This is an optimization exercise on Yosys and OpenROAD, whose aim is a short achievable clock period and few clock cycles per item, not a production implementation. The RTL was checked by simulation tests, not by an equivalence proof against the original design. Power is estimated from default activity; no workload was simulated.

<file path="flow/design.v">
module py_rast (
    input  wire        clk,
    input  wire        rst,           
    input  wire        start,         
    input  wire        flip_screen,
    input  wire [15:0] clear_index,   
    input  wire [9:0]  fb_w,          
    input  wire [8:0]  fb_h,          
    input  wire [9:0]  clip_min_x,
    input  wire [9:0]  clip_max_x,
    input  wire [8:0]  clip_min_y,
    input  wire [8:0]  clip_max_y,
    output reg         busy,
    output reg         done,          
    output reg  [7:0]  result,        
    output reg  [11:0] ram_addr,
    input  wire [7:0]  ram_rdata,
    output reg  [13:0] rom_addr,
    input  wire [7:0]  rom_rdata,
    output reg         fb_we,
    output reg  [8:0]  fb_x,
    output reg  [7:0]  fb_y,
    output reg  [15:0] fb_data
);
    localparam [3:0] S_IDLE   = 4'd0,
                     S_CHECK  = 4'd1,
                     S_CLEAR  = 4'd2,
                     S_CELL   = 4'd3,    
                     S_SPRITE = 4'd4,    
                     S_PX0    = 4'd5,    
                     S_PX1    = 4'd6,    
                     S_PX2    = 4'd7,    
                     S_DONE   = 4'd8;
    reg [3:0]  state;
    reg [2:0]  step;         
    reg [9:0]  cx;
    reg [8:0]  cy;
    reg [4:0]  cell_r, cell_c;
    reg        bank;         
    reg [5:0]  entry;
    reg        in_sprites;   
    reg [7:0]  tile;
    reg [11:0] pbase;
    reg [7:0]  spr_y;
    reg signed [10:0] dst_x, dst_y;
    reg [3:0]  tx, ty;
    reg [7:0]  lo_byte;
    wire fb_bad   = (fb_w == 10'd0) || (fb_w > 10'd512) ||
                    (fb_h == 9'd0)  || (fb_h > 9'd256);
    wire clip_bad = !(clip_min_x < clip_max_x && clip_max_x <= fb_w &&
                      clip_min_y < clip_max_y && clip_max_y <= fb_h);
    wire [3:0] last_t = in_sprites ? 4'd15 : 4'd7;
    wire [3:0] sx     = flip_screen ? (last_t - tx) : tx;
    wire [3:0] sy     = flip_screen ? (last_t - ty) : ty;
    wire [12:0] chr_byte = {1'b0, tile, 4'b0} + {9'b0, sy} + (sx[2] ? 13'd8 : 13'd0);
    wire [12:0] spr_byte = {1'b0, tile[5:0], 6'b0} + {7'b0, sy[3], 5'b0} + {10'b0, sy[2:0]}
                         + {8'b0, sx[3:2], 3'b0};
    wire [13:0] lo_addr  = in_sprites ? {1'b1, spr_byte} : {1'b0, chr_byte};
    wire [13:0] hi_addr  = lo_addr + 14'h1000;   
    wire [1:0] s = sx[1:0];
    wire [3:0] decoded = {rom_rdata[3 - s], rom_rdata[7 - s],
                          lo_byte[3 - s],   lo_byte[7 - s]};
    wire signed [10:0] px = dst_x + $signed({7'b0, tx});
    wire signed [10:0] py = dst_y + $signed({7'b0, ty});
    wire in_clip = (px >= $signed({1'b0, clip_min_x})) && (px < $signed({1'b0, clip_max_x})) &&
                   (py >= $signed({2'b0, clip_min_y})) && (py < $signed({2'b0, clip_max_y}));
    always @(*) begin
        ram_addr = 12'd0;
        rom_addr = 14'd0;
        case (state)
            S_CELL: begin
                if (step == 3'd0) ram_addr = {2'b00, cell_r, cell_c};
                else              ram_addr = {2'b01, cell_r, cell_c};
            end
            S_SPRITE: ram_addr = {3'b100, bank, entry, step[1:0]};
            S_PX0:    rom_addr = lo_addr;
            S_PX1:    rom_addr = hi_addr;
            default: ;
        endcase
    end
    always @(posedge clk) begin
        if (rst) begin
            state      <= S_IDLE;
            busy       <= 1'b0;
            done       <= 1'b0;
            result     <= 8'd0;
            fb_we      <= 1'b0;
            fb_x       <= 9'd0;
            fb_y       <= 8'd0;
            fb_data    <= 16'd0;
            step       <= 3'd0;
            cx         <= 10'd0;
            cy         <= 9'd0;
            cell_r     <= 5'd0;
            cell_c     <= 5'd0;
            bank       <= 1'b0;
            entry      <= 6'd0;
            in_sprites <= 1'b0;
            tile       <= 8'd0;
            pbase      <= 12'd0;
            spr_y      <= 8'd0;
            dst_x      <= 11'sd0;
            dst_y      <= 11'sd0;
            tx         <= 4'd0;
            ty         <= 4'd0;
            lo_byte    <= 8'd0;
        end else begin
            done  <= 1'b0;
            fb_we <= 1'b0;
            case (state)
                S_IDLE: begin
                    if (start) begin
                        busy  <= 1'b1;
                        state <= S_CHECK;
                    end
                end
                S_CHECK: begin
                    if (fb_bad) begin
                        result <= 8'h02;
                        state  <= S_DONE;
                    end else if (clip_bad) begin
                        result <= 8'h03;
                        state  <= S_DONE;
                    end else begin
                        result <= 8'h00;
                        cx     <= clip_min_x;
                        cy     <= clip_min_y;
                        state  <= S_CLEAR;
                    end
                end
                S_CLEAR: begin
                    fb_we   <= 1'b1;
                    fb_x    <= cx[8:0];
                    fb_y    <= cy[7:0];
                    fb_data <= clear_index;
                    if (cx + 10'd1 == clip_max_x) begin
                        cx <= clip_min_x;
                        if (cy + 9'd1 == clip_max_y) begin
                            cell_r     <= 5'd0;
                            cell_c     <= 5'd0;
                            step       <= 3'd0;
                            in_sprites <= 1'b0;
                            state      <= S_CELL;
                        end else begin
                            cy <= cy + 9'd1;
                        end
                    end else begin
                        cx <= cx + 10'd1;
                    end
                end
                S_CELL: begin
                    case (step)
                        3'd0: step <= 3'd1;
                        3'd1: begin
                            tile <= ram_rdata;
                            step <= 3'd2;
                        end
                        default: begin
                            pbase <= {ram_rdata, 4'b0};
                            if (flip_screen) begin
                                dst_x <= $signed({3'b0, ~cell_c, 3'b0});
                                dst_y <= $signed({3'b0, ~cell_r, 3'b0});
                            end else begin
                                dst_x <= $signed({3'b0, cell_c, 3'b0});
                                dst_y <= $signed({3'b0, cell_r, 3'b0});
                            end
                            tx    <= 4'd0;
                            ty    <= 4'd0;
                            step  <= 3'd0;
                            state <= S_PX0;
                        end
                    endcase
                end
                S_SPRITE: begin
                    case (step)
                        3'd0: step <= 3'd1;
                        3'd1: begin
                            tile <= ram_rdata;
                            step <= 3'd2;
                        end
                        3'd2: begin
                            pbase <= {ram_rdata, 4'b0};
                            step  <= 3'd3;
                        end
                        3'd3: begin
                            spr_y <= ram_rdata;
                            step  <= 3'd4;
                        end
                        default: begin
                            if (flip_screen) begin
                                dst_x <= 11'sd240 - $signed({3'b0, ram_rdata});
                                dst_y <= 11'sd240 - $signed({3'b0, spr_y});
                            end else begin
                                dst_x <= $signed({3'b0, ram_rdata});
                                dst_y <= $signed({3'b0, spr_y});
                            end
                            tx    <= 4'd0;
                            ty    <= 4'd0;
                            step  <= 3'd0;
                            state <= S_PX0;
                        end
                    endcase
                end
                S_PX0: state <= S_PX1;
                S_PX1: begin
                    lo_byte <= rom_rdata;
                    state   <= S_PX2;
                end
                S_PX2: begin
                    if (decoded != 4'd0 && in_clip) begin
                        fb_we   <= 1'b1;
                        fb_x    <= px[8:0];
                        fb_y    <= py[7:0];
                        fb_data <= {4'b0, pbase | {8'b0, decoded}};
                    end
                    state <= S_PX0;
                    if (tx == last_t) begin
                        tx <= 4'd0;
                        if (ty == last_t) begin
                            ty <= 4'd0;
                            if (!in_sprites) begin
                                state <= S_CELL;
                                if (cell_c == 5'd31) begin
                                    cell_c <= 5'd0;
                                    if (cell_r == 5'd31) begin
                                        in_sprites <= 1'b1;
                                        bank       <= 1'b0;
                                        entry      <= 6'd0;
                                        state      <= S_SPRITE;
                                    end else begin
                                        cell_r <= cell_r + 5'd1;
                                    end
                                end else begin
                                    cell_c <= cell_c + 5'd1;
                                end
                            end else begin
                                state <= S_SPRITE;
                                if (entry == 6'd63) begin
                                    entry <= 6'd0;
                                    if (bank) state <= S_DONE;
                                    else      bank  <= 1'b1;
                                end else begin
                                    entry <= entry + 6'd1;
                                end
                            end
                        end else begin
                            ty <= ty + 4'd1;
                        end
                    end else begin
                        tx <= tx + 4'd1;
                    end
                end
                S_DONE: begin
                    done  <= 1'b1;
                    busy  <= 1'b0;
                    state <= S_IDLE;
                end
                default: state <= S_IDLE;
            endcase
        end
    end
endmodule
</file>
<file path="flow/run.sh">
#!/bin/bash
# synth_recipe.tcl (not shown) runs the flow's synth.tcl, then flattens the netlist and writes it again
# the make line also repeats each setting of config.mk as NAME=value (left out here)
make -C /OpenROAD-flow-scripts/flow DESIGN_CONFIG=/design/flow/config.mk WORK_HOME=/design/flow/orfs CLKGATE_MAP_FILE= SYNTH_SCRIPT=/design/flow/synth_recipe.tcl finish
</file>
<file path="flow/config.mk">
export PLATFORM = sky130hd
export DESIGN_NAME = py_rast
export DESIGN_NICKNAME = py_rast
export VERILOG_FILES = /design/flow/design.v
export SDC_FILE = /design/flow/constraint.sdc
export NUM_CORES = 4
export LEC_CHECK = 0
export CAP_MARGIN = 20
export CORE_MARGIN = 2
export CORE_UTILIZATION = 40
export SLEW_MARGIN = 20
</file>
<file path="flow/constraint.sdc">
create_clock -name core_clock -period 7.0 [get_ports {clk}]
set_input_delay 1.4000 -clock core_clock [delete_from_list [all_inputs] [get_ports {clk}]]
set_output_delay 1.4000 -clock core_clock [all_outputs]
set_load 0.01 [all_outputs]
</file>
==> impl_results.md <==
* Result of the run: no timing/DRC/antenna violations
* Final setup vio count at 0
* Reported leakage power at 0.005341 uW
* Category of the critical setup timing path: in2out
* Post-CTS Hold Fix Bufs at 0
* CTS clk-pin slew, worst paths at 70 ps
* Critical path endpoint category: output pin
* Global-route total usage across every layer at 23.92%
* Number of iterations in the first detailed-routing pass at 5
* Dominant cell type by area after synthesis: sky130_fd_sc_hd__dfxtp_1
* Detail Route Antenna Nets at 0
* Final Total Pwr at 1964 uW
* Gpl congestion at 0.8796
* Cell chosen for the clock root: sky130_fd_sc_hd__clkbuf_16
* Distinct cell type count after synthesis at 91
* Maximum count of clock buffers along a single path at 2
* Leading register cell type out of synthesis: sky130_fd_sc_hd__dfxtp_1
* Buffers inserted by post-CTS timing repair at 0
* Number of antenna cells inserted at 0
* Final TNS setup at 0 ps
* Share of post-route cells with drive strength above 1 at 6.680%
* Syn. warnings at 1
* Path type of the worst min-delay path: reg2reg
* Met3 track demand over resource in global routing at 3.227%
* Largest cells by area after synthesis: sky130_fd_sc_hd__dfxtp_1 26%, sky130_fd_sc_hd__ha_1 11%, sky130_fd_sc_hd__nor2_1 5.3%
* Number of buffers created by CTS at 17
* Data arrival at the endpoint of the critical path at 3910 ps
* Part of the cycle the worst path needs at 75.88%
* Antenna violations before repair at 0
* Post-layout net count at 1,672
* Final Instance Count excl. Fillers at 1,838
* Clock tree from TritonCTS: done
* Largest net degree at the start of global routing at 82
* Worst-Skew Late Latency at 440 ps
* Die area at 28,420 um2
* Cell Count Post-Placement at 1,806
* Area share of the largest cell type after synthesis at 25.87%
* Total length of routed wires at 34,240 um
* Power per cell area at 150.1 nW/um2
* Most frequent standard cell in the layout excluding fill and tap cells: sky130_fd_sc_hd__clkdlybuf4s50_1
* Final period demand of the worst path at 5311 ps
* Peak clock frequency supported by timing at 188.3 MHz
* Detailed Route Iter0 Violations at 900
* Vias in the first global route at 9,912
* Met2 demand-to-capacity share in global routing at 39.18%
* Quantity of I/O buffers inserted on ports at 156
* CTS Sinks at 140
* Hold violation total from the final report at 0
* Row count at 60
* Met1 track demand over resource at 32.64%
* Vias at 10,514
* Number of levels the H-tree was split into at 4
* Wire length of the first global-routing pass at 54,120 um
* Transition time of the tightest slew-check pin at 1025 ps
* Max-capacitance violation count at 0
* Worst rel slew slack at 31.69%
* Highest-count cells in the layout ignoring fill and taps: 155 x sky130_fd_sc_hd__clkdlybuf4s50_1, 152 x sky130_fd_sc_hd__nor2_1, 140 x sky130_fd_sc_hd__nand2_1, 140 x sky130_fd_sc_hd__dfxtp_1, 106 x sky130_fd_sc_hd__a21oi_1
* Synthesized instance count at 1,387
* Required arrival time at the worst endpoint at 5600 ps
* Cell area after layout at 13,080 um2
* Post-detailed-placement cell area at 12,510 um2
* I/O pin count at 163
* Worst IR drop on VDD at 0.1225 mV
* Share of synthesized area occupied by flip-flops and latches at 25.87%
* Post-detailed-route wirelength per cell at 18.63 um
* Core Region at 26,800 um2
* Slew Viols, Final at 0
* Area of the mapped netlist at 10,840 um2
* Count of flip-flops with a built-in enable after synthesis at 0
* Unrepaired setup endpoints after global routing: false
* GRT busiest layer: met2
* Overflow left after global routing at 0
* Die Y-Extent at 168.6 um
* FF+latch count, synth at 140
* Die X-Extent at 168.6 um
* Post-DP HPWL at 25,730 um
* Crit Path Max Fanout at 3
* Vias per std cell at 5.720
* Cells resized by post-CTS repair at 0
* Syn-to-layout area delta at 20.75%
* Final routed DRC violation total at 0
* Worst setup skew after layout at 10.28 ps
* Startpoint type of the worst setup path: input pin
* Starting density of the core at 40.43%
* Async set-reset flop share out of synthesis at 0%
* Synthesized area per cell at 7.812 um2
final cells by class:
class / instances / area, um2
multi-input cells: 1080 / 7347
repair buffers: 167 / 1642
clock buffers: 17 / 425.4
inverters: 78 / 292.8
well taps: 341 / 426.7
flip-flops and latches: 140 / 2803
clock inverters: 15 / 147.6
fillers: 2650 / 13720
synthesized netlist by cell type (all sizes together) (32+ instances only):
library cell	count
nand3	38
clkbuf	61
dfxtp	140
o21ai	54
ha	93
buf	33
inv	78
nor2b	39
nand2	141
a21oi	108
nor3	32
xnor2	58
nor2	153
state kept, by name, summed over array words and instances, names as in the netlist:
signal,cells
lo_byte,8
cell_r,5
tile,8
cx,10
ty,4
tx,4
cy,9
in_sprites,1
entry,6
fb_x,9
bank,1
state,4
dst_y,9
fb_y,8
spr_y,8
cell_c,5
step,3
done,1
result,2
fb_data,16
dst_x,9
fb_we,1
busy,1
pbase,8
report_power, final:
group	total [uW]	internal, uW	switching, uW	leakage, uW
Sequential	814	803	11.0	0.00113
Clock	901	474	427	0.000280
Combinational	249	118	132	0.00393
Total	1960	1390	569	0.00534
final timing paths:
| kind | cells past startpoint | slack, ps | to | from |
|---|---|---|---|---|
| hold reg to reg | 2 | 470 | lo_byte[6] | lo_byte[6] |
| setup / recovery | 12 | 1690 | rom_addr[12] | flip_screen |
| hold / removal | 2 | 470 | lo_byte[6] | lo_byte[6] |
| setup reg to reg | 15 | 2080 | fb_y[4] | tx[0] |
per-layer routing:
layer | vias up | share of wire (%) | wire length (um)
met5 | - | 0 | 0
met4 | 0 | 2.3 | 786
met3 | 56 | 5.2 | 1794
met2 | 337 | 46 | 15730
met1 | 4984 | 47 | 15940
li1 | 5137 | - | -
worst max-delay path: stages:
cell,delay [ps]
sky130_fd_sc_hd__clkdlybuf4s50_1,510
sky130_fd_sc_hd__nand2_1,80
sky130_fd_sc_hd__xnor2_1,200
sky130_fd_sc_hd__ha_1,220
sky130_fd_sc_hd__and3_1,210
sky130_fd_sc_hd__nand3_1,130
sky130_fd_sc_hd__nor2_1,160
sky130_fd_sc_hd__nand4_1,140
sky130_fd_sc_hd__nor2_1,140
sky130_fd_sc_hd__mux2i_1,190
sky130_fd_sc_hd__nor2_1,50
sky130_fd_sc_hd__clkdlybuf4s50_1,480
cell families after synthesis:
logic type,Yosys count,synth area share [%]
XOR/XNOR,83,6.778
flip-flops,140,25.87
AND/OR/NAND/NOR,516,23.34
AO/OA/AOI/OAI,321,20.09
adder cells (fa/ha/maj),95,11.11
buffers and inverters,172,6.593
other,1,0.03461
multiplexers,59,6.189
through the flow:
stage	utilization [%]	hold WS, ps	worst slack, ps
6_report	48.82	465.2	1689
5_1_grt	48.82	479.1	1474
4_1_cts	48.82	460.5	1687
3_5_place_dp	46.68	451.2	1716
3_3_place_gp	46.67	445.7	1703
2_1_floorplan	-	433.1	2109
Testbench counts, summed over its fixed seeds: cycles 8,641,608, frames 24.

[separate check: timing with driven ports]
How much do the figures lean on ideal ports? The routed layout below was timed once more, with nothing changed but the port constraints.
Step 1 sets driving cells, clkbuf_16 on the clock port and buf_2 on the other inputs (assumed; they add their load-dependent delay and slew).
Step 2 times the ports against the registers' clock, not the clock port: input delays grow and output delays shrink by t, the midpoint of the rising clock arrivals with the driver on.
Three values: ideal, step 1, step 2; two values: the first two.
t (ns): 0.478
slack for setup (ns): 1.689 / 1.630 / 1.630
hold slack, ns: 0.465 / 0.465 / 0.465
After both steps this run still meets setup and hold. The setup slack of this run moves by -0.059 ns with the drivers and by -0.059 ns with both steps.
